Background: an optimization exercise with open tools, aiming at a short achievable clock period and few clock cycles. Do not read the settings as production practice.
At most, simulation tests tie the RTL to the original design; equivalence was not proved.
Only the layout flow was run in run 1; the RTL was not checked for function there.
Power is estimated from default activity; no workload was simulated.

### design/flow/design.v
module sht1x_crc_table (
    input  wire [7:0] index,
    output wire [7:0] value
);
    assign value[0] = index[0] ^ index[3] ^ index[4] ^ index[6];
    assign value[1] = index[1] ^ index[4] ^ index[5] ^ index[7];
    assign value[2] = index[2] ^ index[5] ^ index[6];
    assign value[3] = index[3] ^ index[6] ^ index[7];
    assign value[4] = index[0] ^ index[3] ^ index[6] ^ index[7];
    assign value[5] = index[0] ^ index[1] ^ index[3] ^ index[6] ^ index[7];
    assign value[6] = index[1] ^ index[2] ^ index[4] ^ index[7];
    assign value[7] = index[2] ^ index[3] ^ index[5];
endmodule
module sht1x_link (
    input  wire [11:0] ph,        
    input  wire [6:0]  pr,        
    input  wire [3:0]  cnt,       
    input  wire        ack,       
    input  wire [7:0]  sbyte,     
    output wire [11:0] n_ph,
    output wire [3:0]  n_cnt,
    output wire        n_ack,
    output wire [7:0]  n_sbyte,
    output wire        n_last,
    output wire [1:0]  n_kind,
    output wire        n_pin,
    output wire        n_val,
    output wire [1:0]  n_sleep
);
    localparam H_DIRD = 0;    
    localparam H_DIRS = 1;    
    localparam H_DH   = 2;    
    localparam H_TS   = 3;    
    localparam H_DL   = 4;    
    localparam H_DB   = 5;    
    localparam H_CKH  = 6;    
    localparam H_SLH  = 7;    
    localparam H_SAMP = 8;    
    localparam H_CKL  = 9;    
    localparam H_SLL  = 10;   
    localparam H_DIN  = 11;   
    localparam R_TSTART  = 0;
    localparam R_TRESET  = 1;
    localparam R_SENDB   = 2;
    localparam R_GETB    = 3;
    localparam R_SACK    = 4;
    localparam R_SKIPACK = 5;
    localparam R_RELEASE = 6;
    wire sampling = pr[R_GETB] | ack;
    wire sll_more_bits = pr[R_SENDB] & (cnt != 4'd7);
    wire sll_to_din    = pr[R_SENDB] & (cnt == 4'd7);
    assign n_ph[H_DIRD] = 1'b0;
    assign n_ph[H_DIRS] = ph[H_DIRD];
    assign n_ph[H_DH]   = ph[H_DIRS] & ~pr[R_SENDB] & ~pr[R_GETB];
    assign n_ph[H_TS]   = (ph[H_DH] & pr[R_TSTART]) | ph[H_TS];
    assign n_ph[H_DL]   = ph[H_DH] & pr[R_SACK];
    assign n_ph[H_DB]   = (ph[H_DIRS] & pr[R_SENDB]) | (ph[H_SLL] & sll_more_bits);
    assign n_ph[H_CKH]  = (ph[H_DIRS] & pr[R_GETB]) |
                          (ph[H_DH] & ~pr[R_TSTART] & ~pr[R_SACK]) |
                          ph[H_DL] | ph[H_DB] | ph[H_DIN] |
                          (ph[H_SLL] & ~pr[R_SENDB]);
    assign n_ph[H_SLH]  = ph[H_CKH];
    assign n_ph[H_SAMP] = ph[H_SLH] & sampling;
    assign n_ph[H_CKL]  = (ph[H_SLH] & ~sampling) | ph[H_SAMP];
    assign n_ph[H_SLL]  = ph[H_CKL];
    assign n_ph[H_DIN]  = ph[H_SLL] & sll_to_din;
    assign n_cnt   = (ph[H_DH] & pr[R_TSTART]) ? 4'd0 :
                     (ph[H_TS] | ph[H_SLL])    ? cnt + 4'd1 : cnt;
    assign n_ack   = ack | ph[H_DIN];
    assign n_sbyte = (ph[H_DB] | ph[H_DL]) ? {sbyte[6:0], 1'b0} : sbyte;
    assign n_last = (ph[H_DIRD] & pr[R_RELEASE]) |
                    (ph[H_TS] & (cnt == 4'd8)) |
                    (ph[H_CKL] & ((pr[R_TRESET] & (cnt == 4'd8)) |
                                  (pr[R_GETB]   & (cnt == 4'd7)) |
                                  (pr[R_SENDB]  & ack) |
                                  pr[R_SACK] | pr[R_SKIPACK]));
    reg [1:0] ts_kind;
    reg       ts_pin, ts_val;
    always @(*) begin
        ts_kind = 2'd3; ts_pin = 1'b1; ts_val = 1'b0;
        case (cnt)
            4'd1: begin ts_kind = 2'd1; ts_pin = 1'b1; ts_val = 1'b0; end
            4'd2: begin ts_kind = 2'd1; ts_pin = 1'b0; ts_val = 1'b0; end
            4'd4: begin ts_kind = 2'd1; ts_pin = 1'b0; ts_val = 1'b1; end
            4'd6: begin ts_kind = 2'd1; ts_pin = 1'b1; ts_val = 1'b1; end
            4'd7: begin ts_kind = 2'd1; ts_pin = 1'b0; ts_val = 1'b0; end
            default: ;
        endcase
    end
    wire e_dir_s  = n_ph[H_DIRS];                   
    wire e_din    = n_ph[H_DIN];                    
    wire e_wr_dh  = n_ph[H_DH];                     
    wire e_wr_dl  = n_ph[H_DL];                     
    wire e_wr_db  = n_ph[H_DB];                     
    wire e_wr_ckh = n_ph[H_CKH] | (ph[H_DH] & pr[R_TSTART]);   
    wire e_wr_ckl = n_ph[H_CKL];                    
    wire e_rd     = n_ph[H_SAMP];
    wire e_sleep  = n_ph[H_SLH] | n_ph[H_SLL];
    wire e_ts     = ph[H_TS];
    assign n_kind  = e_ts ? ts_kind :
                     {e_rd | e_sleep, e_wr_dh | e_wr_dl | e_wr_db | e_wr_ckh | e_wr_ckl | e_sleep};
    assign n_pin   = e_ts ? ts_pin : (e_din | e_wr_dh | e_wr_dl | e_wr_db | e_rd);
    assign n_val   = e_ts ? ts_val :
                     ((e_dir_s & ~pr[R_RELEASE]) | e_wr_dh | (e_wr_db & sbyte[7]) | e_wr_ckh);
    assign n_sleep = 2'd0;
endmodule
module sht1x_engine (
    input  wire        clk,
    input  wire        rst,           
    input  wire        req_valid,
    input  wire [15:0] req_word,
    output wire        busy,
    output reg         done,
    output reg  [2:0]  rsp_err,
    output reg  [15:0] rsp_val,
    output reg         ev_valid,
    output reg  [1:0]  ev_kind,
    output reg         ev_pin,
    output reg         ev_val,
    output reg  [1:0]  ev_sleep,
    input  wire        ev_ready,
    input  wire        data_in
);
    localparam T_DEC = 0;
    reg [7:0]  sr;
    reg [7:0]  acc;
    reg [7:0]  cmd;
    reg [15:0] dat;
    reg [7:0]  crx;
    reg [3:0]  cfg;        
    reg        own;
    reg        stale;
    reg [2:0]  err;
    reg [7:0]  einfo;
    reg [3:0]  fsm;
    reg [3:0]  pins;       
    reg        busy_r;
    reg [20:0] st;         
    reg [7:0]  opc;
    reg [7:0]  imm;
    reg        k_init, k_sendcmdm, k_await, k_srread, k_sendb, k_getb;
    reg        ac_done, ac_rd, ac_getb, ac_sendb, ac_settle;
    reg [7:0]  ac_byte;    
    reg [7:0]  cmd_byte;
    reg        recov;
    reg        wide;
    reg [7:0]  fail_op;
    reg [5:0]  polls;
    reg        p35;        
    reg        smp;
    reg [7:0]  rx;
    reg [1:0]  cs;
    reg        crc_bad;
    reg        last;
    reg [11:0] ph;
    reg [6:0]  pr;
    reg [3:0]  cnt;
    reg        ack;
    reg [7:0]  sbyte;
    assign busy = busy_r;
    wire fire = ev_valid & ev_ready;
    wire [11:0] a_ph;
    wire [3:0]  a_cnt;
    wire        a_ack, a_last, a_pin, a_val;
    wire [7:0]  a_sbyte;
    wire [1:0]  a_kind, a_sleep;
    sht1x_link u_link (
        .ph(ph), .pr(pr), .cnt(cnt), .ack(ack), .sbyte(sbyte),
        .n_ph(a_ph), .n_cnt(a_cnt), .n_ack(a_ack), .n_sbyte(a_sbyte), .n_last(a_last),
        .n_kind(a_kind), .n_pin(a_pin), .n_val(a_val), .n_sleep(a_sleep)
    );
    wire        f_done [0:1];
    wire        f_busy [0:1];
    wire [2:0]  f_rsp_err [0:1];
    wire [15:0] f_rsp_val [0:1];
    wire [2:0]  f_err [0:1];
    wire [7:0]  f_einfo [0:1];
    wire [3:0]  f_fsm [0:1];
    wire [7:0]  f_sr [0:1], f_acc [0:1], f_cmd [0:1], f_crx [0:1];
    wire [15:0] f_dat [0:1];
    wire [3:0]  f_cfg [0:1], f_pins [0:1];
    wire        f_own [0:1], f_stale [0:1];
    wire [1:0]  f_cs [0:1];
    wire [7:0]  f_fail_op [0:1], f_cmd_byte [0:1], f_rx [0:1];
    wire        f_recov [0:1], f_p35 [0:1], f_smp [0:1];
    wire [5:0]  f_polls [0:1];
    wire [20:0] f_st [0:1];
    wire        f_ev_valid [0:1], f_ev_pin [0:1], f_ev_val [0:1], f_last [0:1], f_ack [0:1];
    wire [1:0]  f_ev_kind [0:1], f_ev_sleep [0:1];
    wire [11:0] f_ph [0:1];
    wire [6:0]  f_pr [0:1];
    wire [3:0]  f_cnt [0:1];
    wire [7:0]  f_sbyte [0:1];
    genvar g;
    generate
        for (g = 0; g < 2; g = g + 1) begin : gs
            sht1x_step #(.DIN(g)) u_step (
                .st(st), .last(last), .smp(smp), .rx(rx), .recov(recov),
                .k_init(k_init), .k_sendcmdm(k_sendcmdm), .k_await(k_await),
                .k_srread(k_srread), .k_sendb(k_sendb), .k_getb(k_getb),
                .ac_done(ac_done), .ac_rd(ac_rd), .ac_getb(ac_getb), .ac_sendb(ac_sendb),
                .ac_settle(ac_settle), .ac_byte(ac_byte), .cmd_byte(cmd_byte),
                .fail_op(fail_op), .polls(polls), .p35(p35), .crc_bad(crc_bad),
                .wide(wide), .cs(cs),
                .sr(sr), .acc(acc), .cmd(cmd), .dat(dat), .crx(crx), .cfg(cfg),
                .own(own), .stale(stale), .err(err), .einfo(einfo), .fsm(fsm), .pins(pins),
                .ev_kind(ev_kind), .ev_pin(ev_pin), .ev_val(ev_val),
                .a_ph(a_ph), .a_cnt(a_cnt), .a_ack(a_ack), .a_sbyte(a_sbyte), .a_last(a_last),
                .a_kind(a_kind), .a_pin(a_pin), .a_val(a_val), .a_sleep(a_sleep),
                .pr(pr),
                .done_n(f_done[g]), .busy_n(f_busy[g]), .rsp_err_n(f_rsp_err[g]),
                .rsp_val_n(f_rsp_val[g]), .err_n(f_err[g]), .einfo_n(f_einfo[g]),
                .fsm_n(f_fsm[g]), .sr_n(f_sr[g]), .acc_n(f_acc[g]), .cmd_n(f_cmd[g]),
                .dat_n(f_dat[g]), .crx_n(f_crx[g]), .cfg_n(f_cfg[g]), .own_n(f_own[g]),
                .stale_n(f_stale[g]), .pins_n(f_pins[g]), .cs_n(f_cs[g]),
                .fail_op_n(f_fail_op[g]), .recov_n(f_recov[g]), .cmd_byte_n(f_cmd_byte[g]),
                .polls_n(f_polls[g]), .p35_n(f_p35[g]), .smp_n(f_smp[g]), .rx_n(f_rx[g]),
                .st_n(f_st[g]),
                .ev_valid_n(f_ev_valid[g]), .ev_kind_n(f_ev_kind[g]), .ev_pin_n(f_ev_pin[g]),
                .ev_val_n(f_ev_val[g]), .ev_sleep_n(f_ev_sleep[g]), .last_n(f_last[g]),
                .ph_n(f_ph[g]), .pr_n(f_pr[g]), .cnt_n(f_cnt[g]), .ack_n(f_ack[g]),
                .sbyte_n(f_sbyte[g])
            );
        end
    endgenerate
    wire        d_done, d_busy, d_own, d_wide;
    wire [2:0]  d_rsp_err, d_err;
    wire [15:0] d_rsp_val;
    wire [7:0]  d_einfo, d_acc, d_cmd_byte, d_ac_byte;
    wire [3:0]  d_cfg;
    wire [20:0] d_st;
    wire        d_k_init, d_k_sendcmdm, d_k_await, d_k_srread, d_k_sendb, d_k_getb;
    wire        d_ac_done, d_ac_rd, d_ac_getb, d_ac_sendb, d_ac_settle;
    wire        d_ev_valid, d_ev_val, d_last;
    wire [6:0]  d_pr;
    sht1x_dec u_dec (
        .opc(opc), .imm(imm),
        .sr(sr), .acc(acc), .cmd(cmd), .dat(dat), .crx(crx), .cfg(cfg),
        .own(own), .stale(stale), .err(err), .einfo(einfo), .fsm(fsm), .pins(pins),
        .done_n(d_done), .busy_n(d_busy), .rsp_err_n(d_rsp_err), .rsp_val_n(d_rsp_val),
        .err_n(d_err), .einfo_n(d_einfo), .acc_n(d_acc), .cfg_n(d_cfg), .own_n(d_own),
        .st_n(d_st), .cmd_byte_n(d_cmd_byte), .ac_byte_n(d_ac_byte), .wide_n(d_wide),
        .k_init_n(d_k_init), .k_sendcmdm_n(d_k_sendcmdm), .k_await_n(d_k_await),
        .k_srread_n(d_k_srread), .k_sendb_n(d_k_sendb), .k_getb_n(d_k_getb),
        .ac_done_n(d_ac_done), .ac_rd_n(d_ac_rd), .ac_getb_n(d_ac_getb),
        .ac_sendb_n(d_ac_sendb), .ac_settle_n(d_ac_settle),
        .ev_valid_n(d_ev_valid), .ev_val_n(d_ev_val), .last_n(d_last), .pr_n(d_pr)
    );
    always @(posedge clk) begin
        if (rst) begin
            sr       <= 8'h00;
            acc      <= 8'h00;
            cmd      <= 8'h00;
            dat      <= 16'h0000;
            crx      <= 8'h00;
            cfg      <= 4'h0;
            own      <= 1'b0;
            stale    <= 1'b0;
            err      <= 3'd0;
            einfo    <= 8'h00;
            fsm      <= 4'd0;
            pins     <= 4'h0;
            busy_r   <= 1'b0;
            done     <= 1'b0;
            ev_valid <= 1'b0;
            ev_kind  <= 2'd0;
            ev_pin   <= 1'b0;
            ev_val   <= 1'b0;
            ev_sleep <= 2'd0;
        end else if (!busy_r) begin
            done     <= 1'b0;
            if (req_valid)
                busy_r <= 1'b1;
        end else if (fire) begin
            sr       <= f_sr[0];
            acc      <= f_acc[0];
            cmd      <= f_cmd[0];
            dat      <= f_dat[0];
            crx      <= f_crx[0];
            cfg      <= f_cfg[0];
            own      <= f_own[0];
            stale    <= f_stale[0];
            pins     <= f_pins[0];
            err      <= data_in ? f_err[1]      : f_err[0];
            einfo    <= data_in ? f_einfo[1]    : f_einfo[0];
            fsm      <= data_in ? f_fsm[1]      : f_fsm[0];
            busy_r   <= data_in ? f_busy[1]     : f_busy[0];
            done     <= data_in ? f_done[1]     : f_done[0];
            ev_valid <= data_in ? f_ev_valid[1] : f_ev_valid[0];
            ev_kind  <= data_in ? f_ev_kind[1]  : f_ev_kind[0];
            ev_pin   <= data_in ? f_ev_pin[1]   : f_ev_pin[0];
            ev_val   <= data_in ? f_ev_val[1]   : f_ev_val[0];
            ev_sleep <= data_in ? f_ev_sleep[1] : f_ev_sleep[0];
        end else if (st[T_DEC]) begin
            acc      <= d_acc;
            cfg      <= d_cfg;
            own      <= d_own;
            err      <= d_err;
            einfo    <= d_einfo;
            busy_r   <= d_busy;
            done     <= d_done;
            ev_valid <= d_ev_valid;
            ev_kind  <= 2'd0;
            ev_pin   <= 1'b1;
            ev_val   <= d_ev_val;
            ev_sleep <= 2'd0;
        end
    end
    always @(posedge clk) begin
        rsp_err <= st[T_DEC] ? d_rsp_err : data_in ? f_rsp_err[1] : f_rsp_err[0];
        rsp_val <= st[T_DEC] ? d_rsp_val : data_in ? f_rsp_val[1] : f_rsp_val[0];
    end
    always @(posedge clk) begin
        if (!busy_r) begin
            if (req_valid) begin
                opc   <= req_word[15:8];
                imm   <= req_word[7:0];
                st    <= 21'd1 << T_DEC;
                recov <= 1'b0;
            end
        end else if (fire) begin
            cs       <= f_cs[0];
            fail_op  <= f_fail_op[0];
            recov    <= f_recov[0];
            cmd_byte <= f_cmd_byte[0];
            polls    <= f_polls[0];
            p35      <= f_p35[0];
            smp      <= data_in ? f_smp[1]      : f_smp[0];
            rx       <= data_in ? f_rx[1]       : f_rx[0];
            st       <= data_in ? f_st[1]       : f_st[0];
            last     <= data_in ? f_last[1]     : f_last[0];
            ph       <= data_in ? f_ph[1]       : f_ph[0];
            pr       <= data_in ? f_pr[1]       : f_pr[0];
            cnt      <= data_in ? f_cnt[1]      : f_cnt[0];
            ack      <= data_in ? f_ack[1]      : f_ack[0];
            sbyte    <= data_in ? f_sbyte[1]    : f_sbyte[0];
        end else if (st[T_DEC]) begin
            st         <= d_st;
            cmd_byte   <= d_cmd_byte;
            ac_byte    <= d_ac_byte;
            wide       <= d_wide;
            cs         <= 2'd0;
            k_init     <= d_k_init;
            k_sendcmdm <= d_k_sendcmdm;
            k_await    <= d_k_await;
            k_srread   <= d_k_srread;
            k_sendb    <= d_k_sendb;
            k_getb     <= d_k_getb;
            ac_done    <= d_ac_done;
            ac_rd      <= d_ac_rd;
            ac_getb    <= d_ac_getb;
            ac_sendb   <= d_ac_sendb;
            ac_settle  <= d_ac_settle;
            last       <= d_last;
            ph         <= 12'd1;
            pr         <= d_pr;
            cnt        <= 4'd0;
            ack        <= 1'b0;
            sbyte      <= imm;
        end
        crc_bad <= ({acc[0], acc[1], acc[2], acc[3], acc[4], acc[5], acc[6], acc[7]} != crx);
    end
endmodule
module sht1x_dec (
    input  wire [7:0]  opc,
    input  wire [7:0]  imm,
    input  wire [7:0]  sr,
    input  wire [7:0]  acc,
    input  wire [7:0]  cmd,
    input  wire [15:0] dat,
    input  wire [7:0]  crx,
    input  wire [3:0]  cfg,
    input  wire        own,
    input  wire        stale,
    input  wire [2:0]  err,
    input  wire [7:0]  einfo,
    input  wire [3:0]  fsm,
    input  wire [3:0]  pins,
    output wire        done_n,
    output wire        busy_n,
    output wire [2:0]  rsp_err_n,
    output wire [15:0] rsp_val_n,
    output wire [2:0]  err_n,
    output wire [7:0]  einfo_n,
    output wire [7:0]  acc_n,
    output wire [3:0]  cfg_n,
    output wire        own_n,
    output wire [20:0] st_n,
    output wire [7:0]  cmd_byte_n,
    output wire [7:0]  ac_byte_n,
    output wire        wide_n,
    output wire        k_init_n, k_sendcmdm_n, k_await_n, k_srread_n, k_sendb_n, k_getb_n,
    output wire        ac_done_n, ac_rd_n, ac_getb_n, ac_sendb_n, ac_settle_n,
    output wire        ev_valid_n,
    output wire        ev_val_n,
    output wire        last_n,
    output wire [6:0]  pr_n
);
    localparam T_LINKOP = 1, T_SC_TS = 2, T_TRESET = 17, T_RELEASE = 20,
               T_AW_DIR = 5, T_RM_HI = 8;
    function [7:0] rev8(input [7:0] b);
        rev8 = {b[0], b[1], b[2], b[3], b[4], b[5], b[6], b[7]};
    endfunction
    wire o_revb    = (opc == 8'h01);
    wire o_crclut  = (opc == 8'h02);
    wire o_crcinit = (opc == 8'h03);
    wire o_crcupd  = (opc == 8'h04);
    wire o_crcout  = (opc == 8'h05);
    wire o_tstart  = (opc == 8'h10);
    wire o_treset  = (opc == 8'h11);
    wire o_sendb   = (opc == 8'h12);
    wire o_getb    = (opc == 8'h13);
    wire o_sack    = (opc == 8'h14);
    wire o_skipack = (opc == 8'h15);
    wire o_srread  = (opc == 8'h20);
    wire o_srwrite = (opc == 8'h21);
    wire o_srreset = (opc == 8'h22);
    wire o_init    = (opc == 8'h23);
    wire o_sethtr  = (opc == 8'h24);
    wire o_setotp  = (opc == 8'h25);
    wire o_setres  = (opc == 8'h26);
    wire o_release = (opc == 8'h27);
    wire o_rdreg   = (opc == 8'h28);
    wire o_sendcmd = (opc == 8'h30);
    wire o_sendcmdm= (opc == 8'h31);
    wire o_await   = (opc == 8'h32);
    wire o_rdmeas  = (opc == 8'h33);
    wire o_softrst = (opc == 8'h34);
    wire o_meast   = (opc == 8'h35);
    wire o_measrh  = (opc == 8'h36);
    wire imm0   = (imm == 8'h00);
    wire o_set  = o_sethtr | o_setotp | o_setres;
    wire legal = o_revb | o_crclut | o_crcinit | o_crcupd | o_sendb | o_srwrite |
                 o_sendcmd | o_sendcmdm |
                 (imm0 & (o_crcout | o_tstart | o_treset | o_getb | o_sack | o_skipack |
                          o_srread | o_srreset | o_release | o_await | o_rdmeas |
                          o_softrst | o_meast | o_measrh)) |
                 (o_init & (imm[7:4] == 4'h0)) |
                 (o_set & (imm[7:1] == 7'h00)) |
                 (o_rdreg & (imm <= 8'd8));
    wire free_op = o_revb | o_crclut | o_crcinit | o_crcupd | o_crcout | o_init | o_rdreg;
    wire known = (imm == 8'h03) || (imm == 8'h05) || (imm == 8'h07) ||
                 (imm == 8'h06) || (imm == 8'h1E) || (imm == 8'h00);
    wire e_ill = ~legal;
    wire e_nos = legal & ~free_op & ~own;
    wire e_unk = legal & (free_op | own) & (o_sendcmd | o_sendcmdm) & ~known;
    wire bad   = e_ill | e_nos | e_unk;
    wire ok    = ~bad;
    wire [7:0] t_imm, t_acc, t_seed;
    sht1x_crc_table u_t0 (.index(imm), .value(t_imm));
    sht1x_crc_table u_t1 (.index(acc), .value(t_acc));
    sht1x_crc_table u_t2 (.index(rev8(sr) & 8'hF0), .value(t_seed));
    wire [7:0] crc_v = t_imm ^ ({8{o_crcinit}} & t_seed) ^ ({8{o_crcupd}} & t_acc);
    reg [15:0] reg_view;
    always @(*) begin
        case (imm[3:0])
            4'd0:    reg_view = {8'h00, sr};
            4'd1:    reg_view = {8'h00, acc};
            4'd2:    reg_view = {8'h00, cmd};
            4'd3:    reg_view = dat;
            4'd4:    reg_view = {8'h00, crx};
            4'd5:    reg_view = {12'h000, cfg};
            4'd6:    reg_view = {einfo, 1'b0, err, 2'b00, stale, own};
            4'd7:    reg_view = {12'h000, fsm};
            default: reg_view = {12'h000, pins};
        endcase
    end
    wire c_rev  = ok & o_revb;
    wire c_crc  = ok & (o_crclut | o_crcinit | o_crcupd);
    wire c_out  = ok & o_crcout;
    wire c_rd   = ok & o_rdreg;
    wire cmpl   = c_rev | c_crc | c_out;           
    assign done_n = bad | cmpl | c_rd;
    assign busy_n = ~done_n;
    wire [2:0] code = e_ill ? 3'd7 : e_nos ? 3'd6 : 3'd5;
    wire [7:0] info = e_unk ? imm : opc;
    assign rsp_err_n = bad ? code : 3'd0;
    assign rsp_val_n = ({16{bad}}   & {8'h00, info}) |
                       ({16{c_rev}} & {8'h00, rev8(imm)}) |
                       ({16{c_crc}} & {8'h00, crc_v}) |
                       ({16{c_out}} & {8'h00, rev8(acc)}) |
                       ({16{c_rd}}  & reg_view);
    assign err_n   = bad ? code : cmpl ? 3'd0 : err;
    assign einfo_n = bad ? info : cmpl ? 8'h00 : einfo;
    assign acc_n   = (ok & (o_crcinit | o_crcupd)) ? crc_v : acc;
    reg [3:0] cfg_x;
    always @(*) begin
        cfg_x = cfg;
        if (ok & o_init)    cfg_x = imm[3:0];
        if (ok & o_sethtr)  cfg_x[2] = imm[0];
        if (ok & o_setotp)  cfg_x[1] = imm[0];
        if (ok & o_setres)  cfg_x[0] = imm[0];
    end
    assign cfg_n = cfg_x;
    assign own_n = own | (ok & o_init);
    wire o_meas  = o_meast | o_measrh;
    wire o_cmds  = o_srread | o_srwrite | o_srreset | o_sendcmd | o_sendcmdm |
                   o_softrst | o_meas;
    wire p_tstart  = o_tstart | o_cmds;
    wire p_treset  = o_treset | o_init | o_set;
    wire p_release = o_release;
    wire p_getb    = o_getb | o_rdmeas;
    wire p_din     = o_await;
    wire linkop    = o_tstart | o_treset | o_sendb | o_getb | o_sack | o_skipack;
    assign ev_valid_n = ok & (p_tstart | p_treset | o_sendb | p_getb | o_sack | o_skipack |
                              p_release | p_din);
    assign ev_val_n   = p_tstart | p_treset | o_sendb | o_sack | o_skipack;
    assign last_n     = p_din;
    assign pr_n       = {p_release, o_skipack, o_sack, p_getb, o_sendb, p_treset, p_tstart};
    wire [20:0] one = 21'd1;
    assign st_n = ({21{linkop}}                      & (one << T_LINKOP)) |
                  ({21{o_cmds}}                      & (one << T_SC_TS)) |
                  ({21{o_init | o_set}}              & (one << T_TRESET)) |
                  ({21{o_release}}                   & (one << T_RELEASE)) |
                  ({21{o_await}}                     & (one << T_AW_DIR)) |
                  ({21{o_rdmeas}}                    & (one << T_RM_HI));
    assign cmd_byte_n = o_srread              ? 8'h07 :
                        (o_sendcmd | o_sendcmdm) ? imm :
                        o_softrst             ? 8'h1E :
                        o_meast               ? 8'h03 :
                        o_measrh              ? 8'h05 : 8'h06;
    assign ac_byte_n  = o_srwrite ? imm : o_srreset ? 8'h00 : {5'b0, cfg_x[2:0]};
    assign wide_n     = ~o_srread;
    assign k_init_n     = o_init;
    assign k_sendcmdm_n = o_sendcmdm;
    assign k_await_n    = o_await;
    assign k_srread_n   = o_srread;
    assign k_sendb_n    = o_sendb;
    assign k_getb_n     = o_getb;
    assign ac_done_n    = o_sendcmd;
    assign ac_rd_n      = o_sendcmdm | o_meas;
    assign ac_getb_n    = o_srread;
    assign ac_sendb_n   = o_srwrite | o_srreset | o_init | o_set;
    assign ac_settle_n  = o_softrst;
endmodule
module sht1x_step #(parameter DIN = 0) (
    input  wire [20:0] st,
    input  wire        last,
    input  wire        smp,
    input  wire [7:0]  rx,
    input  wire        recov,
    input  wire        k_init, k_sendcmdm, k_await, k_srread, k_sendb, k_getb,
    input  wire        ac_done, ac_rd, ac_getb, ac_sendb, ac_settle,
    input  wire [7:0]  ac_byte,
    input  wire [7:0]  cmd_byte,
    input  wire [7:0]  fail_op,
    input  wire [5:0]  polls,
    input  wire        p35,
    input  wire        crc_bad,
    input  wire        wide,
    input  wire [1:0]  cs,
    input  wire [7:0]  sr,
    input  wire [7:0]  acc,
    input  wire [7:0]  cmd,
    input  wire [15:0] dat,
    input  wire [7:0]  crx,
    input  wire [3:0]  cfg,
    input  wire        own,
    input  wire        stale,
    input  wire [2:0]  err,
    input  wire [7:0]  einfo,
    input  wire [3:0]  fsm,
    input  wire [3:0]  pins,
    input  wire [1:0]  ev_kind,
    input  wire        ev_pin,
    input  wire        ev_val,
    input  wire [11:0] a_ph,
    input  wire [3:0]  a_cnt,
    input  wire        a_ack,
    input  wire [7:0]  a_sbyte,
    input  wire        a_last,
    input  wire [1:0]  a_kind,
    input  wire        a_pin,
    input  wire        a_val,
    input  wire [1:0]  a_sleep,
    input  wire [6:0]  pr,
    output wire        done_n,
    output wire        busy_n,
    output wire [2:0]  rsp_err_n,
    output wire [15:0] rsp_val_n,
    output wire [2:0]  err_n,
    output wire [7:0]  einfo_n,
    output wire [3:0]  fsm_n,
    output wire [7:0]  sr_n,
    output wire [7:0]  acc_n,
    output wire [7:0]  cmd_n,
    output wire [15:0] dat_n,
    output wire [7:0]  crx_n,
    output wire [3:0]  cfg_n,
    output wire        own_n,
    output wire        stale_n,
    output wire [3:0]  pins_n,
    output wire [1:0]  cs_n,
    output wire [7:0]  fail_op_n,
    output wire        recov_n,
    output wire [7:0]  cmd_byte_n,
    output wire [5:0]  polls_n,
    output wire        p35_n,
    output wire        smp_n,
    output wire [7:0]  rx_n,
    output wire [20:0] st_n,
    output wire        ev_valid_n,
    output wire [1:0]  ev_kind_n,
    output wire        ev_pin_n,
    output wire        ev_val_n,
    output wire [1:0]  ev_sleep_n,
    output wire        last_n,
    output wire [11:0] ph_n,
    output wire [6:0]  pr_n,
    output wire [3:0]  cnt_n,
    output wire        ack_n,
    output wire [7:0]  sbyte_n
);
    localparam T_DEC = 0, T_LINKOP = 1, T_SC_TS = 2, T_SC_SB = 3, T_SC_FR = 4,
               T_AW_DIR = 5, T_AW_SLP = 6, T_AW_RD = 7, T_RM_HI = 8, T_RM_SACK = 9,
               T_RM_LO = 10, T_SR_GET = 11, T_END_SKIP = 12, T_VC_SACK = 13,
               T_VC_GET = 14, T_VC_SKIP = 15, T_SETTLE = 16, T_TRESET = 17,
               T_WMASK = 18, T_INITREL = 19, T_RELEASE = 20;
    localparam [0:0] D = DIN;
    function [7:0] rev8(input [7:0] b);
        rev8 = {b[0], b[1], b[2], b[3], b[4], b[5], b[6], b[7]};
    endfunction
    wire lk = last;
    wire t_linkop    = lk & st[T_LINKOP];
    wire t_scts      = lk & st[T_SC_TS];
    wire t_scsb      = lk & st[T_SC_SB];
    wire t_scsb_rel  = t_scsb & smp & k_init & ~recov;
    wire t_scsb_fail = t_scsb & smp & ~(k_init & ~recov);
    wire t_scsb_ok   = t_scsb & ~smp;
    wire t_ac_settle = t_scsb_ok & (recov | ac_settle);
    wire t_ac_done   = t_scsb_ok & ~recov & ac_done;
    wire t_ac_rd     = t_scsb_ok & ~recov & ac_rd;
    wire t_ac_getb   = t_scsb_ok & ~recov & ac_getb;
    wire t_ac_sendb  = t_scsb_ok & ~recov & ac_sendb;
    wire t_fr        = lk & st[T_SC_FR];
    wire t_fr_fail   = t_fr & D;
    wire t_fr_done   = t_fr & ~D & k_sendcmdm;
    wire t_fr_din    = t_fr & ~D & ~k_sendcmdm;
    wire t_awdir     = lk & st[T_AW_DIR];
    wire t_awslp     = lk & st[T_AW_SLP];
    wire t_awrd      = lk & st[T_AW_RD];
    wire t_awrd_done = t_awrd & ~D & k_await;
    wire t_awrd_getb = t_awrd & ~D & ~k_await;
    wire t_awrd_to   = t_awrd & D & p35;
    wire t_awrd_poll = t_awrd & D & ~p35;
    wire t_rmhi      = lk & st[T_RM_HI];
    wire t_rmsack    = lk & st[T_RM_SACK];
    wire t_rmlo      = lk & st[T_RM_LO];
    wire t_srget     = lk & st[T_SR_GET];
    wire t_rd_end    = t_rmlo | t_srget;
    wire t_rd_vc     = t_rd_end & cfg[3];
    wire t_rd_skip   = t_rd_end & ~cfg[3];
    wire t_endskip   = lk & st[T_END_SKIP];
    wire t_vcsack    = lk & st[T_VC_SACK];
    wire t_vcget     = lk & st[T_VC_GET];
    wire t_vcskip    = lk & st[T_VC_SKIP];
    wire t_vc_ok     = t_vcskip & ~crc_bad;
    wire t_vc_bad    = t_vcskip & crc_bad;
    wire t_settle    = lk & st[T_SETTLE];
    wire t_settle_ok = t_settle & ~recov;
    wire t_settle_crc= t_settle & recov;
    wire t_treset    = lk & st[T_TRESET];
    wire t_wm        = lk & st[T_WMASK];
    wire t_wm_ok     = t_wm & ~smp;
    wire t_wm_rel    = t_wm & smp & k_init;
    wire t_wm_fail   = t_wm & smp & ~k_init;
    wire t_initrel   = lk & st[T_INITREL];
    wire t_release   = lk & st[T_RELEASE];
    wire c_ok  = t_linkop | t_ac_done | t_fr_done | t_awrd_done | t_endskip | t_vc_ok |
                 t_settle_ok | t_wm_ok | t_release;
    wire c_ack = t_scsb_fail | t_wm_fail | t_initrel;
    wire c_bad = c_ack | t_fr_fail | t_awrd_to | t_settle_crc;
    wire fin   = c_ok | c_bad;
    assign done_n = fin;
    assign busy_n = ~fin;
    wire [2:0] code = ({3{c_ack}} & 3'd1) | ({3{t_fr_fail}} & 3'd2) |
                      ({3{t_awrd_to}} & 3'd3) | ({3{t_settle_crc}} & 3'd4);
    wire [7:0] info = ({8{t_scsb_fail}} & cmd_byte) |
                      ({8{t_fr_fail | t_awrd_to}} & cmd) |
                      ({8{t_settle_crc}} & fail_op) |
                      ({8{t_wm_fail | t_initrel}} & 8'h06);
    wire [15:0] okval = ({16{t_linkop & k_sendb}} & {15'h0000, ~smp}) |
                        ({16{t_linkop & k_getb}}  & {8'h00, rx}) |
                        ({16{t_awrd_done}}        & {10'h000, polls}) |
                        ({16{t_endskip | t_vc_ok}} & dat);
    assign rsp_err_n = code;
    assign rsp_val_n = okval | {8'h00, info};
    assign err_n   = c_bad ? code : c_ok ? 3'd0 : err;
    assign einfo_n = c_bad ? info : c_ok ? 8'h00 : einfo;
    wire fsm_w = t_scsb | t_fr | t_awrd_done | t_awrd_getb | t_awrd_to | t_rd_end |
                 t_endskip | t_vcskip | t_settle | t_wm | t_initrel | t_release;
    assign fsm_n = ({4{~fsm_w}} & fsm) |
                   ({4{t_scsb_rel | t_wm_rel}} & 4'd3) |
                   ({4{t_scsb_ok}} & 4'd2) |
                   ({4{t_fr_done | t_fr_din}} & 4'd4) |
                   ({4{t_awrd_done | t_awrd_getb}} & 4'd5) |
                   ({4{t_rd_end}} & 4'd7) |
                   ({4{t_vc_bad}} & 4'd9);
    wire sr_from_dat = (t_endskip | t_vc_ok) & k_srread;
    wire sr_w = sr_from_dat | t_settle | t_wm_ok | t_initrel;
    assign sr_n = ({8{~sr_w}} & sr) | ({8{sr_from_dat}} & dat[7:0]) | ({8{t_wm_ok}} & ac_byte);
    wire acc_step = st[T_VC_SACK] & ((cs == 2'd0) | (cs == 2'd1) | ((cs == 2'd2) & wide));
    wire [7:0] seed = rev8(sr) & 8'hF0;
    wire [7:0] tbl_index = (cs == 2'd0) ? (seed ^ cmd) :
                           ((cs == 2'd1) & wide) ? (acc ^ dat[15:8]) : (acc ^ dat[7:0]);
    wire [7:0] tbl_value;
    sht1x_crc_table u_table (.index(tbl_index), .value(tbl_value));
    assign acc_n = acc_step ? tbl_value : t_initrel ? 8'h00 : acc;
    assign cs_n  = acc_step ? cs + 2'd1 : cs;
    assign cmd_n = t_scts ? cmd_byte : t_initrel ? 8'h00 : cmd;
    assign dat_n[15:8] = (t_rmhi ? rx : dat[15:8]) & {8{~(t_srget | t_initrel)}};
    assign dat_n[7:0]  = (t_rmlo | t_srget) ? rx : t_initrel ? 8'h00 : dat[7:0];
    assign crx_n   = t_vcget ? rx : t_initrel ? 8'h00 : crx;
    assign cfg_n   = t_initrel ? 4'h0 : cfg;
    assign own_n   = own & ~(t_initrel | t_release);
    assign stale_n = t_vc_bad | (stale & ~(t_wm_ok | t_initrel | t_release));
    assign fail_op_n  = t_vc_bad ? cmd : fail_op;
    assign recov_n    = recov | t_vc_bad;
    assign cmd_byte_n = t_vc_bad ? 8'h1E : cmd_byte;
    assign polls_n    = t_awdir ? 6'd0 : t_awslp ? polls + 6'd1 : polls;
    assign p35_n      = t_awdir ? 1'b0 : t_awslp ? (polls == 6'd34) : p35;
    assign pins_n[3] = (ev_kind == 2'd0 &&  ev_pin) ? ev_val : pins[3];
    assign pins_n[1] = (ev_kind == 2'd0 && !ev_pin) ? ev_val : pins[1];
    assign pins_n[2] = (ev_kind == 2'd1 &&  ev_pin) ? ev_val : pins[2];
    assign pins_n[0] = (ev_kind == 2'd1 && !ev_pin) ? ev_val : pins[0];
    wire is_rd = (ev_kind == 2'd2);
    assign smp_n = is_rd ? D : smp;
    assign rx_n  = is_rd ? {rx[6:0], D} : rx;
    wire l_tstart  = t_vc_bad | t_treset;
    wire l_sendb   = t_scts | t_ac_sendb;
    wire l_release = t_scsb_rel | t_wm_rel;
    wire l_settle  = t_ac_settle;
    wire l_rd      = t_ac_rd | t_awslp;
    wire l_getb    = t_ac_getb | t_awrd_getb | t_rmsack | t_vcsack;
    wire l_din     = t_fr_din;
    wire l_poll    = t_awdir | t_awrd_poll;
    wire l_sack    = t_rmhi | t_rd_vc;
    wire l_skipack = t_rd_skip | t_vcget;
    wire l_any = l_tstart | l_sendb | l_release | l_settle | l_rd | l_getb | l_din |
                 l_poll | l_sack | l_skipack;
    wire [20:0] one = 21'd1;
    wire [20:0] st_t = ({21{t_scts}}                   & (one << T_SC_SB)) |
                       ({21{l_release}}                & (one << T_INITREL)) |
                       ({21{t_ac_settle}}              & (one << T_SETTLE)) |
                       ({21{t_ac_rd}}                  & (one << T_SC_FR)) |
                       ({21{t_ac_getb}}                & (one << T_SR_GET)) |
                       ({21{t_ac_sendb}}               & (one << T_WMASK)) |
                       ({21{t_fr_din}}                 & (one << T_AW_DIR)) |
                       ({21{l_poll}}                   & (one << T_AW_SLP)) |
                       ({21{t_awslp}}                  & (one << T_AW_RD)) |
                       ({21{t_awrd_getb}}              & (one << T_RM_HI)) |
                       ({21{t_rmhi}}                   & (one << T_RM_SACK)) |
                       ({21{t_rmsack}}                 & (one << T_RM_LO)) |
                       ({21{t_rd_vc}}                  & (one << T_VC_SACK)) |
                       ({21{t_rd_skip}}                & (one << T_END_SKIP)) |
                       ({21{t_vcsack}}                 & (one << T_VC_GET)) |
                       ({21{t_vcget}}                  & (one << T_VC_SKIP)) |
                       ({21{l_tstart}}                 & (one << T_SC_TS));
    assign st_n = lk ? st_t : st;
    assign ev_valid_n = ~lk | l_any;
    assign ev_kind_n  = lk ? {l_rd | l_poll | l_settle, l_poll | l_settle} : a_kind;
    assign ev_pin_n   = lk ? 1'b1 : a_pin;
    assign ev_val_n   = lk ? (l_tstart | l_sendb | l_sack | l_skipack) : a_val;
    assign ev_sleep_n = lk ? {l_settle, l_poll} : a_sleep;
    assign last_n     = lk ? (l_rd | l_poll | l_settle | l_din) : a_last;
    assign ph_n       = lk ? 12'd1 : a_ph;
    assign pr_n       = lk ? {l_release, l_skipack, l_sack, l_getb, l_sendb, 1'b0, l_tstart} : pr;
    assign cnt_n      = lk ? 4'd0 : a_cnt;
    assign ack_n      = lk ? 1'b0 : a_ack;
    assign sbyte_n    = lk ? (t_scts ? cmd_byte : ac_byte) : a_sbyte;
endmodule
### design/flow/flow/run.sh
#!/bin/bash
set -euo pipefail
MARGIN=${MARGIN:-7.5}
bash standard.sh synth > flow_synth.log 2>&1
bash standard.sh SETUP_SLACK_MARGIN=$MARGIN finish > flow_layout.log 2>&1
test -s out/final.def
### design/flow/standard.sh
#!/bin/bash
# synth_recipe.tcl (not shown) runs the flow's synth.tcl, then flattens the netlist and writes it again
# the make line also repeats each setting of config.mk as NAME=value (left out here)
make -C /OpenROAD-flow-scripts/flow DESIGN_CONFIG=/design/flow/config.mk WORK_HOME=/design/flow/orfs CLKGATE_MAP_FILE= SYNTH_SCRIPT=/design/flow/synth_recipe.tcl "${@:-finish}"
### design/flow/config.mk
export PLATFORM = sky130hd
export DESIGN_NAME = sht1x_engine
export DESIGN_NICKNAME = sht1x_engine
export VERILOG_FILES = /design/flow/design.v
export SDC_FILE = /design/flow/constraint.sdc
export NUM_CORES = 4
export LEC_CHECK = 0
export ABC_CLOCK_PERIOD_IN_PS = 1500
export CAP_MARGIN = 20
export CORE_MARGIN = 2
export CORE_UTILIZATION = 40
export PLACE_DENSITY = 0.6
export SLEW_MARGIN = 20
export SYNTH_HIERARCHICAL = 1
### design/flow/constraint.sdc
create_clock -name core_clock -period 10.0 [get_ports {clk}]
set_input_delay 2.0000 -clock core_clock [delete_from_list [all_inputs] [get_ports {clk}]]
set_output_delay 2.0000 -clock core_clock [all_outputs]
set_load 0.01 [all_outputs]
==> results.sh, run 1 <==
export IMPL_fin_cells=2754
export IMPL_clock_path_buffers=3
export IMPL_setup_tns_ps=0
export IMPL_setup_viol=0
export IMPL_final_cell_mix="nand2_1, edfxtp_1, mux2i_1, nor2_1, a21oi_1"
export IMPL_synthCells=2062
export IMPL_grt_pass1_wl_um=102000
export IMPL_pwr_density_cell_nw_per_um2=126
export IMPL_crit_path_end_kind="output port"
export IMPL_ir_drop_mv=0.134
export IMPL_layout_commonest_cell="nand2_1"
export IMPL_drt_initial_drc_count=2329
export IMPL_routed_wl_um=69800
export IMPL_syn_area_um2=17500
export IMPL_seqCellArea_um2=5840
export IMPL_clk_root_buffer_cell="clkbuf_16"
export IMPL_crit_chain="buf_12 -> buf_6"
export IMPL_firstDrtPassIters=7
export IMPL_tightest_slew_ps=993
export IMPL_grt_pass1_vias=15800
export IMPL_hold_viol=0
export IMPL_fp_dieH_um=213
export IMPL_leakagePower_nw=8.36
export IMPL_min_path_type="reg -> reg"
export IMPL_portBuffers=48
export IMPL_avgViaCountPerCell=6.25
export IMPL_finalClockSkew_ps=12.8
export IMPL_start_util_pct=40.6
export IMPL_final_cell_area_um2=21700
export IMPL_antenna_found_initial=0
export IMPL_wl_per_cell_um=25.4
export IMPL_dp_cells=2543
export IMPL_grt_total_usage_pct=29.9
export IMPL_start_kind="flop"
export IMPL_path_class="reg -> out"
export IMPL_clk_pin_slew_ps=60
export IMPL_insertion_delay_ps=590
export IMPL_cts_tree="done"
export IMPL_crit_arrival_ps=1170
export IMPL_htree_levels=1
export IMPL_min_period_ps=3170
export IMPL_crit_path_max_incr_delay_ps=350
export IMPL_cts_buffers=29
export IMPL_antenna_cells=0
export IMPL_hpwl_um=43500
export IMPL_vias=17200
export IMPL_clock_sinks=227
export IMPL_drive_above_1_share_pct=24.3
export IMPL_multi_input_area_um2=11500
export IMPL_cap_violations=0
export IMPL_std_cell_rows=76
export IMPL_required_ps=8000
export IMPL_dieArea_um2=45500
export IMPL_gp_congestion=0.960
export IMPL_grt_max_degree=79
export IMPL_yosysWarnings=11
export IMPL_drc=0
export IMPL_fillers=3971
export IMPL_io_pins=49
export IMPL_overflow=0
export IMPL_placed_cell_area_um2=18000
export IMPL_slew_viol_final=0
export IMPL_hold_buffers=0
export IMPL_rsz0062_at_grt="yes"
export IMPL_worstPathMaxFanout=2
export IMPL_crit_slowest_cell="dfxtp_4"
export IMPL_ant_nets=0
export IMPL_die_w_um=213
export IMPL_status="timing/DRC/antenna clean"
export IMPL_final_nets=2176
export IMPL_timing_hold_ws_ps=482
export IMPL_relSlewSlack_pct=33.4
export IMPL_fin_crit_sh_pct=31.7
export IMPL_max_freq_mhz=315
export IMPL_area_growth_pct=24.1
export IMPL_avgSynthCellArea_um2=8.49
export IMPL_core_um2=43200
-- registers in the layout, indices dropped and copies added, names as in the netlist, 3 cells and up --
name	cells
acc	8
err	3
dat	16
rx	8
rsp_val	16
rsp_err	3
ph	12
einfo	8
fail_op	8
opc	8
crx	8
pr	7
fsm	4
ac_byte	8
sr	8
cmd_byte	8
cmd	8
polls	6
sbyte	8
st	21
pins	4
imm	8
cnt	4
cfg	4
-- metal layers --
metal  wire [um]  global-route usage [%]
met1       27600                    40.0
met2       29100                    44.3
met3        8600                    7.56
met4        4510                    16.0
met5           0                       0
-- per-stage QoR --
stage / utilization, % / power [mW] / setup slack, ps
finish: 50.3 / 2.73 / 6830
global route: 50.3 / 2.81 / 6810
detailed placement: 41.7 / 1.51 / 5330
global placement: 41.7 / 1.50 / 5400
floorplan: - / 1.40 / 6920
CTS: 49.2 / 2.71 / 6810
-- path summary, 6_finish.rpt --
check        cells after the start              endpoint                  from  slack, ps
min reg2reg                      2  pins[3]$_SDFFE_PP0P_  pins[3]$_SDFFE_PP0P_        480
max reg2reg                     13    rsp_val[1]$_DFF_P_      opc[1]$_DFFE_PP_       6960
min                              2  pins[3]$_SDFFE_PP0P_  pins[3]$_SDFFE_PP0P_        480
max                              2                  busy     busy_r$_SDFF_PP0_       6830
-- worst max-delay path: cells and delay by family (launching register included) --
family	cells	cell delay (ps)
buf+inv	2	240
flops	1	350
-- power breakdown --
part           internal, mW  switching, mW  total [mW]  leakage (nW)
sequential             1.02         0.0644        1.08          2.01
clock                 0.651          0.456        1.11         0.474
combinational         0.235          0.302       0.537          5.88
-- final cells by class --
cell class	count	share of cell area, %
Clock inverter	20	1.02
Inverter	69	1.41
Multi-Input combinational cell	1606	53.0
Sequential cell	227	26.9
Timing Repair inverter	1	0.0518
Clock buffer	34	3.52
Timing Repair Buffer	212	10.7
Tap cell	585	3.37
-- repair_timing --
| action | 4_1_cts | 5_1_grt |
|---|---|---|
| pin swaps | 85 | 36 |
| setup endpoints to repair | 338 | 174 |
| gates cloned | 21 | 3 |
| gates resized for setup | 359 | 62 |
| buffers inserted | 115 | 18 |
==> run 2, diff against run 1 <==
--- a/design/flow/design.v
+++ b/design/flow/design.v
@@ -223,6 +223,18 @@
             );
         end
     endgenerate
+    wire [26:0] p_oh;
+    wire        p_legal, p_free, p_unk;
+    wire [7:0]  p_timm;
+    wire [8:0]  p_rsel;
+    reg  [26:0] q_oh;
+    reg         q_legal, q_free, q_unk;
+    reg  [7:0]  q_timm;
+    reg  [8:0]  q_rsel;
+    sht1x_pre u_pre (
+        .word(req_word), .oh(p_oh), .legal(p_legal), .free_op(p_free), .unk(p_unk),
+        .t_imm(p_timm), .rsel(p_rsel)
+    );
     wire        d_done, d_busy, d_own, d_wide;
     wire [2:0]  d_rsp_err, d_err;
     wire [15:0] d_rsp_val;
@@ -234,7 +246,8 @@
     wire        d_ev_valid, d_ev_val, d_last;
     wire [6:0]  d_pr;
     sht1x_dec u_dec (
-        .opc(opc), .imm(imm),
+        .oh(q_oh), .legal(q_legal), .free_op(q_free), .unk(q_unk), .t_imm(q_timm),
+        .rsel(q_rsel), .opc(opc), .imm(imm),
         .sr(sr), .acc(acc), .cmd(cmd), .dat(dat), .crx(crx), .cfg(cfg),
         .own(own), .stale(stale), .err(err), .einfo(einfo), .fsm(fsm), .pins(pins),
         .done_n(d_done), .busy_n(d_busy), .rsp_err_n(d_rsp_err), .rsp_val_n(d_rsp_val),
@@ -313,8 +326,14 @@
     always @(posedge clk) begin
         if (!busy_r) begin
             if (req_valid) begin
-                opc   <= req_word[15:8];
-                imm   <= req_word[7:0];
+                opc     <= req_word[15:8];
+                imm     <= req_word[7:0];
+                q_oh    <= p_oh;
+                q_legal <= p_legal;
+                q_free  <= p_free;
+                q_unk   <= p_unk;
+                q_timm  <= p_timm;
+                q_rsel  <= p_rsel;
                 st    <= 21'd1 << T_DEC;
                 recov <= 1'b0;
             end
@@ -361,7 +380,71 @@
         crc_bad <= ({acc[0], acc[1], acc[2], acc[3], acc[4], acc[5], acc[6], acc[7]} != crx);
     end
 endmodule
+module sht1x_pre (
+    input  wire [15:0] word,
+    output wire [26:0] oh,         
+    output wire        legal,
+    output wire        free_op,    
+    output wire        unk,        
+    output wire [7:0]  t_imm,      
+    output wire [8:0]  rsel        
+);
+    wire [7:0] opc = word[15:8];
+    wire [7:0] imm = word[7:0];
+    assign oh[0]  = (opc == 8'h01);    
+    assign oh[1]  = (opc == 8'h02);    
+    assign oh[2]  = (opc == 8'h03);    
+    assign oh[3]  = (opc == 8'h04);    
+    assign oh[4]  = (opc == 8'h05);    
+    assign oh[5]  = (opc == 8'h10);    
+    assign oh[6]  = (opc == 8'h11);    
+    assign oh[7]  = (opc == 8'h12);    
+    assign oh[8]  = (opc == 8'h13);    
+    assign oh[9]  = (opc == 8'h14);    
+    assign oh[10] = (opc == 8'h15);    
+    assign oh[11] = (opc == 8'h20);    
+    assign oh[12] = (opc == 8'h21);    
+    assign oh[13] = (opc == 8'h22);    
+    assign oh[14] = (opc == 8'h23);    
+    assign oh[15] = (opc == 8'h24);    
+    assign oh[16] = (opc == 8'h25);    
+    assign oh[17] = (opc == 8'h26);    
+    assign oh[18] = (opc == 8'h27);    
+    assign oh[19] = (opc == 8'h28);    
+    assign oh[20] = (opc == 8'h30);    
+    assign oh[21] = (opc == 8'h31);    
+    assign oh[22] = (opc == 8'h32);    
+    assign oh[23] = (opc == 8'h33);    
+    assign oh[24] = (opc == 8'h34);    
+    assign oh[25] = (opc == 8'h35);    
+    assign oh[26] = (opc == 8'h36);    
+    wire imm0 = (imm == 8'h00);
+    assign legal = oh[0] | oh[1] | oh[2] | oh[3] | oh[7] | oh[12] | oh[20] | oh[21] |
+                   (imm0 & (oh[4] | oh[5] | oh[6] | oh[8] | oh[9] | oh[10] | oh[11] |
+                            oh[13] | oh[18] | oh[22] | oh[23] | oh[24] | oh[25] | oh[26])) |
+                   (oh[14] & (imm[7:4] == 4'h0)) |
+                   ((oh[15] | oh[16] | oh[17]) & (imm[7:1] == 7'h00)) |
+                   (oh[19] & (imm <= 8'd8));
+    assign free_op = oh[0] | oh[1] | oh[2] | oh[3] | oh[4] | oh[14] | oh[19];
+    wire known = (imm == 8'h03) || (imm == 8'h05) || (imm == 8'h07) ||
+                 (imm == 8'h06) || (imm == 8'h1E) || (imm == 8'h00);
+    assign unk = (oh[20] | oh[21]) & ~known;
+    sht1x_crc_table u_t (.index(imm), .value(t_imm));
+    genvar i;
+    generate
+        for (i = 0; i < 8; i = i + 1) begin : g_rsel
+            assign rsel[i] = (imm[3:0] == i);
+        end
+    endgenerate
+    assign rsel[8] = imm[3];
+endmodule
 module sht1x_dec (
+    input  wire [26:0] oh,
+    input  wire        legal,
+    input  wire        free_op,
+    input  wire        unk,
+    input  wire [7:0]  t_imm,
+    input  wire [8:0]  rsel,
     input  wire [7:0]  opc,
     input  wire [7:0]  imm,
     input  wire [7:0]  sr,
@@ -401,70 +484,52 @@
     function [7:0] rev8(input [7:0] b);
         rev8 = {b[0], b[1], b[2], b[3], b[4], b[5], b[6], b[7]};
     endfunction
-    wire o_revb    = (opc == 8'h01);
-    wire o_crclut  = (opc == 8'h02);
-    wire o_crcinit = (opc == 8'h03);
-    wire o_crcupd  = (opc == 8'h04);
-    wire o_crcout  = (opc == 8'h05);
-    wire o_tstart  = (opc == 8'h10);
-    wire o_treset  = (opc == 8'h11);
-    wire o_sendb   = (opc == 8'h12);
-    wire o_getb    = (opc == 8'h13);
-    wire o_sack    = (opc == 8'h14);
-    wire o_skipack = (opc == 8'h15);
-    wire o_srread  = (opc == 8'h20);
-    wire o_srwrite = (opc == 8'h21);
-    wire o_srreset = (opc == 8'h22);
-    wire o_init    = (opc == 8'h23);
-    wire o_sethtr  = (opc == 8'h24);
-    wire o_setotp  = (opc == 8'h25);
-    wire o_setres  = (opc == 8'h26);
-    wire o_release = (opc == 8'h27);
-    wire o_rdreg   = (opc == 8'h28);
-    wire o_sendcmd = (opc == 8'h30);
-    wire o_sendcmdm= (opc == 8'h31);
-    wire o_await   = (opc == 8'h32);
-    wire o_rdmeas  = (opc == 8'h33);
-    wire o_softrst = (opc == 8'h34);
-    wire o_meast   = (opc == 8'h35);
-    wire o_measrh  = (opc == 8'h36);
-    wire imm0   = (imm == 8'h00);
-    wire o_set  = o_sethtr | o_setotp | o_setres;
-    wire legal = o_revb | o_crclut | o_crcinit | o_crcupd | o_sendb | o_srwrite |
-                 o_sendcmd | o_sendcmdm |
-                 (imm0 & (o_crcout | o_tstart | o_treset | o_getb | o_sack | o_skipack |
-                          o_srread | o_srreset | o_release | o_await | o_rdmeas |
-                          o_softrst | o_meast | o_measrh)) |
-                 (o_init & (imm[7:4] == 4'h0)) |
-                 (o_set & (imm[7:1] == 7'h00)) |
-                 (o_rdreg & (imm <= 8'd8));
-    wire free_op = o_revb | o_crclut | o_crcinit | o_crcupd | o_crcout | o_init | o_rdreg;
-    wire known = (imm == 8'h03) || (imm == 8'h05) || (imm == 8'h07) ||
-                 (imm == 8'h06) || (imm == 8'h1E) || (imm == 8'h00);
+    wire o_revb    = oh[0];
+    wire o_crclut  = oh[1];
+    wire o_crcinit = oh[2];
+    wire o_crcupd  = oh[3];
+    wire o_crcout  = oh[4];
+    wire o_tstart  = oh[5];
+    wire o_treset  = oh[6];
+    wire o_sendb   = oh[7];
+    wire o_getb    = oh[8];
+    wire o_sack    = oh[9];
+    wire o_skipack = oh[10];
+    wire o_srread  = oh[11];
+    wire o_srwrite = oh[12];
+    wire o_srreset = oh[13];
+    wire o_init    = oh[14];
+    wire o_sethtr  = oh[15];
+    wire o_setotp  = oh[16];
+    wire o_setres  = oh[17];
+    wire o_release = oh[18];
+    wire o_rdreg   = oh[19];
+    wire o_sendcmd = oh[20];
+    wire o_sendcmdm= oh[21];
+    wire o_await   = oh[22];
+    wire o_rdmeas  = oh[23];
+    wire o_softrst = oh[24];
+    wire o_meast   = oh[25];
+    wire o_measrh  = oh[26];
+    wire o_set     = o_sethtr | o_setotp | o_setres;
     wire e_ill = ~legal;
     wire e_nos = legal & ~free_op & ~own;
-    wire e_unk = legal & (free_op | own) & (o_sendcmd | o_sendcmdm) & ~known;
+    wire e_unk = legal & (free_op | own) & unk;
     wire bad   = e_ill | e_nos | e_unk;
     wire ok    = ~bad;
-    wire [7:0] t_imm, t_acc, t_seed;
-    sht1x_crc_table u_t0 (.index(imm), .value(t_imm));
+    wire [7:0] t_acc, t_seed;
     sht1x_crc_table u_t1 (.index(acc), .value(t_acc));
     sht1x_crc_table u_t2 (.index(rev8(sr) & 8'hF0), .value(t_seed));
     wire [7:0] crc_v = t_imm ^ ({8{o_crcinit}} & t_seed) ^ ({8{o_crcupd}} & t_acc);
-    reg [15:0] reg_view;
-    always @(*) begin
-        case (imm[3:0])
-            4'd0:    reg_view = {8'h00, sr};
-            4'd1:    reg_view = {8'h00, acc};
-            4'd2:    reg_view = {8'h00, cmd};
-            4'd3:    reg_view = dat;
-            4'd4:    reg_view = {8'h00, crx};
-            4'd5:    reg_view = {12'h000, cfg};
-            4'd6:    reg_view = {einfo, 1'b0, err, 2'b00, stale, own};
-            4'd7:    reg_view = {12'h000, fsm};
-            default: reg_view = {12'h000, pins};
-        endcase
-    end
+    wire [15:0] reg_view = ({16{rsel[0]}} & {8'h00, sr}) |
+                           ({16{rsel[1]}} & {8'h00, acc}) |
+                           ({16{rsel[2]}} & {8'h00, cmd}) |
+                           ({16{rsel[3]}} & dat) |
+                           ({16{rsel[4]}} & {8'h00, crx}) |
+                           ({16{rsel[5]}} & {12'h000, cfg}) |
+                           ({16{rsel[6]}} & {einfo, 1'b0, err, 2'b00, stale, own}) |
+                           ({16{rsel[7]}} & {12'h000, fsm}) |
+                           ({16{rsel[8]}} & {12'h000, pins});
     wire c_rev  = ok & o_revb;
     wire c_crc  = ok & (o_crclut | o_crcinit | o_crcupd);
     wire c_out  = ok & o_crcout;
@@ -514,11 +579,12 @@
                   ({21{o_release}}                   & (one << T_RELEASE)) |
                   ({21{o_await}}                     & (one << T_AW_DIR)) |
                   ({21{o_rdmeas}}                    & (one << T_RM_HI));
-    assign cmd_byte_n = o_srread              ? 8'h07 :
-                        (o_sendcmd | o_sendcmdm) ? imm :
-                        o_softrst             ? 8'h1E :
-                        o_meast               ? 8'h03 :
-                        o_measrh              ? 8'h05 : 8'h06;
+    assign cmd_byte_n = ({8{o_srread}}               & 8'h07) |
+                        ({8{o_sendcmd | o_sendcmdm}} & imm) |
+                        ({8{o_softrst}}              & 8'h1E) |
+                        ({8{o_meast}}                & 8'h03) |
+                        ({8{o_measrh}}               & 8'h05) |
+                        ({8{o_srwrite | o_srreset | o_init | o_set}} & 8'h06);
     assign ac_byte_n  = o_srwrite ? imm : o_srreset ? 8'h00 : {5'b0, cfg_x[2:0]};
     assign wide_n     = ~o_srread;
     assign k_init_n     = o_init;
==> run 2 against run 1 <==
Still clean. Power rose by 16%. Design area rose by 5.8%. Register-to-register slack improved by 360 ps. Non-clock buffer count fell by 10. Largest cell class unchanged. Highest routed layer unchanged.
==> results.sh, run 2 <==
export IMPL_avgViaCountPerCell=6.15
export IMPL_tightest_slew_ps=913
export IMPL_required_ps=8000
export IMPL_path_class="reg -> out"
export IMPL_clk_root_buffer_cell="clkbuf_16"
export IMPL_io_pins=49
export IMPL_hold_viol=0
export IMPL_final_cell_area_um2=23000
export IMPL_grt_max_degree=75
export IMPL_worst_path_buf_inv=1
export IMPL_pwr_density_cell_nw_per_um2=138
export IMPL_crit_path_end_kind="output port"
export IMPL_fp_dieH_um=221
export IMPL_grt_pass1_wl_um=102000
export IMPL_final_cell_mix="nand2_1, edfxtp_1, nor2_1, mux2i_1, a21oi_1"
export IMPL_drive_above_1_share_pct=23.3
export IMPL_clock_sinks=274
export IMPL_critPathTopFamily="flip-flops"
export IMPL_cap_violations=0
export IMPL_cts_tree="done"
export IMPL_overflow=0
export IMPL_start_util_pct=40.4
export IMPL_clock_path_buffers=3
export IMPL_yosysWarnings=11
export IMPL_avgSynthCellArea_um2=9.02
export IMPL_vias=17100
export IMPL_finalClockSkew_ps=38.4
export IMPL_crit_slowest_cell="dfxtp_4"
export IMPL_regMostFlops="q_oh"
export IMPL_setup_viol=0
export IMPL_crit_arrival_ps=1080
export IMPL_switchingPower_mw=0.927
export IMPL_max_freq_mhz=324
export IMPL_hpwl_um=44900
export IMPL_firstDrtPassIters=11
export IMPL_htree_levels=1
export IMPL_grt_total_usage_pct=27.1
export IMPL_leakagePower_nw=8.82
export IMPL_fin_crit_sh_pct=30.8
export IMPL_crit_chain="buf_6"
export IMPL_clk_pin_slew_ps=60
export IMPL_area_growth_pct=22.0
export IMPL_min_path_type="reg -> reg"
export IMPL_setup_tns_ps=0
export IMPL_syn_area_um2=18800
export IMPL_antenna_cells=0
export IMPL_rsz0062_at_grt="yes"
export IMPL_cts_buffers=31
export IMPL_layout_commonest_cell="nand2_1"
export IMPL_placed_cell_area_um2=19400
export IMPL_drt_initial_drc_count=2037
export IMPL_dieArea_um2=48800
export IMPL_ir_drop_mv=0.121
export IMPL_ant_nets=0
export IMPL_grt_pass1_vias=15700
export IMPL_antenna_found_initial=2
export IMPL_relSlewSlack_pct=38.6
export IMPL_routed_wl_um=70700
export IMPL_crit_path_max_incr_delay_ps=390
export IMPL_synthCells=2088
export IMPL_wl_per_cell_um=25.4
export IMPL_start_kind="flop"
export IMPL_core_um2=46600
export IMPL_slew_viol_final=0
export IMPL_largestRegisters="q_oh: 27 flops, st: 21 flops"
export IMPL_worstPathMaxFanout=2
export IMPL_clkPwrFrac_pct=37.8
export IMPL_comb_power_share_pct=19.5
export IMPL_status="timing/DRC/antenna clean"
export IMPL_die_w_um=221
export IMPL_portBuffers=48
export IMPL_std_cell_rows=79
export IMPL_largest_register_ffs=27
export IMPL_insertion_delay_ps=610
export IMPL_p_seq_share_pct=42.8
export IMPL_p_int_mw=2.24
export IMPL_drc=0
export IMPL_final_nets=2179
export IMPL_gp_congestion=0.996
export IMPL_swShare_pct=29.3
export IMPL_min_period_ps=3080
[run 2: area by class of cell]
type,count,area [um^2]
fill,4223,23600
multi-input combinational,1588,11200
sequential,274,7250
timing repair buffer,202,2440
clock buffer,42,817
tap,607,759
inverter,50,231
clock inverter,16,210
timing repair inverter,2,35.0
[run 2: per-stage QoR]
step	instances	hold slack, ps	setup WS (ps)	total power [mW]	util, %
after floorplan	2112	446	6630	1.72	-
after global placement	2574	461	5490	1.85	41.7
after detailed placement	2575	461	5470	1.85	41.8
after CTS	2725	477	6900	3.12	47.4
after global routing	2781	497	6910	3.25	49.3
final	2781	473	6920	3.17	49.3
[run 2: metal layers]
metal,up-vias,part of all wire (%),track usage (%)
li1,7617,-,-
met4,0,4.5,10.4
met2,1047,45,42.3
met3,194,10,4.93
met1,8233,41,37.3
met5,-,0,0
[run 2: power by group through the flow]
stage	Clock (mW)	Combinational, mW	Sequential (mW)
after floorplan	0	0.392	1.33
after global placement	0	0.468	1.38
after detailed placement	0	0.475	1.38
after CTS	1.20	0.566	1.35
after global routing	1.24	0.653	1.36
final	1.20	0.617	1.36
[run 2: final timing paths]
check	start	end	slack [ps]	cells past startpoint
setup / recovery	ev_pin$_SDFFE_PP0P_	ev_pin	6920	1
hold reg to reg	ev_sleep[1]$_SDFFE_PP0P_	ev_sleep[1]$_SDFFE_PP0P_	470	1
hold / removal	ev_sleep[1]$_SDFFE_PP0P_	ev_sleep[1]$_SDFFE_PP0P_	470	1
setup reg to reg	cs[1]$_SDFFCE_PN0P_	acc[1]$_SDFFE_PP0P_	7320	13
[run 2: timing repair]
| action | in CTS | in global routing |
|---|---|---|
| endpoints found under the setup margin | 432 | 205 |
| gates resized for setup | 380 | 89 |
| setup buffers | 70 | 48 |
| gates cloned | 22 | 8 |
| pin swaps | 52 | 46 |
| hold buffers | 0 | 0 |
Testbench counts of run 2, summed over its fixed seeds: cycles 328,989.

==> what the ideal ports hide <==
In the flow no input, the clock included, has a driving cell. The finished layouts below were timed again as built, in two steps. Step 1 assumes that a clkbuf_16 drives the clock port and a buf_2 every other input. Step 2 times the ports against the registers' clock, not the clock port: input delays grow and output delays shrink by t, the midpoint of the rising clock arrivals with the driver on. Three values: ideal ports, drivers, drivers and shift; two values: the first two.
run | t (ns) | setup slack, ns | worst setup path after step 2 | clock arrival spread, ns | worst register clock-pin slew, ns
run 1 | 0.635 | 6.826 / 6.769 / 6.765 | input to register | 0.015 / 0.014 | 0.07 / 0.07
run 2 | 0.645 | 6.918 / 6.864 / 6.602 | input to register | 0.040 / 0.040 | 0.07 / 0.07
After both steps every run listed still meets setup and hold. The setup slack of run 2, which loses most, moves by -0.054 ns with the drivers and by -0.316 ns with both steps.
